This is an optimization exercise on Yosys and OpenROAD, whose aim is small area, a short achievable clock period and few clock cycles per item, not a production implementation.
At most, simulation tests tie the RTL to the original design; equivalence was not proved.

Design sha256_hex, start of the top module:
module sha256_hex (
  input  wire         clk,
  input  wire         rst,         
  input  wire         in_valid,
  output wire         in_ready,
  input  wire [7:0]   in_data,
  input  wire         in_keep,     
  input  wire         in_last,     
  output wire         out_valid,
  input  wire         out_ready,
  output wire [511:0] out_hex      
);
Size in the first run: ~6300 cells after synthesis, about 78000 sq um of cells after synthesis.
make LEC_CHECK=0 CAP_MARGIN=20 CORE_MARGIN=2 CORE_UTILIZATION=40 PLACE_DENSITY=0.6 SETUP_SLACK_MARGIN=5.0 SLEW_MARGIN=20 finish   # period 10.0 ns
run.sh (not shown) runs the stock make flow with config.mk's settings and CLKGATE_MAP_FILE= SYNTH_SCRIPT=/design/flow/synth_recipe.tcl, a recipe that flattens the netlist after the stock synthesis.
Next try:
Settings changed: CTS_BUF_LIST set to sky130_fd_sc_hd__clkbuf_4 sky130_fd_sc_hd__clkbuf_8, SLEW_MARGIN 20 to 35.
Final cell count grows by 2.3%.
Worst hold slack gets worse by 11 ps.
Worst setup slack gets worse by 58 ps.
First-iteration DRC count drops by 3.4%.
Area after synthesis is unchanged.
Cell area rose by 0.32%.
Clock-buffer cell count climbs by 173.
Non-clock buffer count went up by 46.
No functional check of the RTL was part of any run of this note.

Another version of the RTL of sha256_hex (not shown whole).
Size in the first run: about 6600 cells after synthesis.
make LEC_CHECK=0 CAP_MARGIN=20 CORE_MARGIN=2 CORE_UTILIZATION=40 CTS_CLUSTER_DIAMETER=100 CTS_CLUSTER_SIZE=25 PLACE_DENSITY=0.6 SETUP_SLACK_MARGIN=5.0 SLEW_MARGIN=30 finish   # period 10.0 ns
Testbench counts at the start, summed over its fixed seeds: cycles 17,308, items 192.
Then changed:
--- a/flow/config.mk
+++ b/flow/config.mk
@@ -10,5 +10,5 @@
 export CORE_UTILIZATION = 40
 export CTS_CLUSTER_DIAMETER = 100
-export CTS_CLUSTER_SIZE = 25
+export CTS_CLUSTER_SIZE = 22
 export PLACE_DENSITY = 0.6
 export SETUP_SLACK_MARGIN = 5.0
Final cell count stays flat.
Global-route usage hardly moves.
Worst setup slack gets better by 0.031 ns.
Utilization stays flat.

== fjord ==
sha256_hex, a different RTL version from the one above (not shown whole).
Size: about 6400 cells after synthesis, roughly 1500 flip-flops, ~530 I/O pins, about 78000 sq um of cells after synthesis.
export LEC_CHECK = 0
export CAP_MARGIN = 20
export CORE_MARGIN = 2
export CORE_UTILIZATION = 40
export PLACE_DENSITY = 0.6
export SETUP_SLACK_MARGIN = 5.0
export SLEW_MARGIN = 30
create_clock -name core_clock -period 10.0 [get_ports {clk}]
fjord completed end to end with timing, DRC and antenna clean.
Edits applied to the flow inputs when going from fjord to quartz:
- CORE_UTILIZATION changed from 40 to 55
- PLACE_DENSITY changed from 0.6 to 0.75
Relative to fjord, overall routed net length has decreased by 14 mm in quartz.
Compared with fjord, in quartz fraction of met2 tracks used by global routing climbed 11 points; global-route usage rose 7.0 points; count of clock buffers in the final design dropped 3.6%; number of placement rows fell 24.
Of quartz and fjord, the lower placeable core region belongs to quartz.
Number of inverters outside the clock class in the layout: fjord vs quartz identical
For max capacitance violation total, quartz and fjord come out practically identical.
On final cell area excluding filler cells, quartz does better than fjord.
Function was not checked in any run of this note: the RTL went through the layout flow alone.

== run K ==
sha256_hex, a different RTL version from the one above (not shown whole).
Size: about 6600 cells after synthesis, roughly 1500 flip-flops, ~530 I/O pins, about 79000 sq um of cells after synthesis.
Settings: LEC_CHECK=0, CAP_MARGIN=20, CORE_MARGIN=2, CORE_UTILIZATION=40, CTS_CLUSTER_DIAMETER=100, CTS_CLUSTER_SIZE=22, PLACE_DENSITY=0.6, SETUP_SLACK_MARGIN=5.0, SLEW_MARGIN=30, TNS_END_PERCENT=5; clock period 10.0 ns.
Run K completed every stage of the flow, and the final layout passed the timing, DRC and antenna checks.
Testbench counts of run K, summed over its fixed seeds: cycles 17,308, items 192.
### run K -> run G
Settings: a deleted TNS_END_PERCENT that had been 5.
Findings:
- The flow did not stop early for run G: all stages ran, and the layout cleared the timing, DRC and antenna checks.
- Comparing run G and run K, the higher average wire per cell in the routed design was measured on run G.
- Diff run K -> run G | clock-buffer cell count | increase of 2
- NOTE: final period utilization in run G falls short of that of run K
- | endpoint arrival time on the critical path | run G vs run K | 110 ps lower |
- Relative to run K, final period demand of the worst path has decreased by 100 ps in run G.
- Run K and run G ended up with roughly the same fill cell instance count of the final layout.
- Reported for run G and run K, number of nets still failing antenna checks after routing turned out identical to the last digit.
- Top achievable clock speed in run G is 3.9 MHz higher than in run K
- The count of placed standard cells in the final layout, fillers left out was comparable across run G and run K.

-- afterwards: timing with drivers on the ports --
In the flow no input, the clock included, has a driving cell. The finished layouts below were timed again as built, in two steps.
Step 1 sets driving cells, clkbuf_16 on the clock port and buf_2 on the other inputs (assumed; they add their load-dependent delay and slew).
Step 2 moves the port delays by t, midway between the first and last clock arrival at a register: inputs arrive t later, outputs are due t later. That takes back most of the time a late clock gives input paths.
Three values: no drivers, after step 1, after step 2; two values: the first two.
| run | shift t [ns] | setup slack, ns | worst hold slack (ns) | worst setup path after step 2 |
|---|---|---|---|---|
| the first run of note 1 | 0.880 | 4.533 / 4.533 / 4.257 | 0.388 / 0.388 / 0.388 | input to register |
| the second run of note 1 | 1.067 | 4.475 / 4.475 / 4.122 | 0.376 / 0.376 / 0.376 | input to register |
| the first run of note 2 | 0.829 | 4.935 / 4.935 / 4.393 | 0.415 / 0.415 / 0.415 | input to register |
| the second run of note 2 | 0.828 | 4.967 / 4.967 / 4.408 | 0.413 / 0.413 / 0.413 | input to register |
| fjord | 0.886 | 5.014 / 5.014 / 4.321 | 0.397 / 0.397 / 0.397 | input to register |
| quartz | 0.875 | 4.933 / 4.933 / 4.330 | 0.404 / 0.404 / 0.404 | input to register |
| run K | 0.828 | 4.843 / 4.843 / 4.146 | 0.412 / 0.412 / 0.412 | input to register |
| run G | 0.822 | 4.944 / 4.944 / 4.261 | 0.404 / 0.404 / 0.404 | input to register |
After both steps every run listed still meets setup and hold. For run K, which loses most, drivers alone change the setup slack by 0.000 ns; drivers and shift together by -0.697 ns.
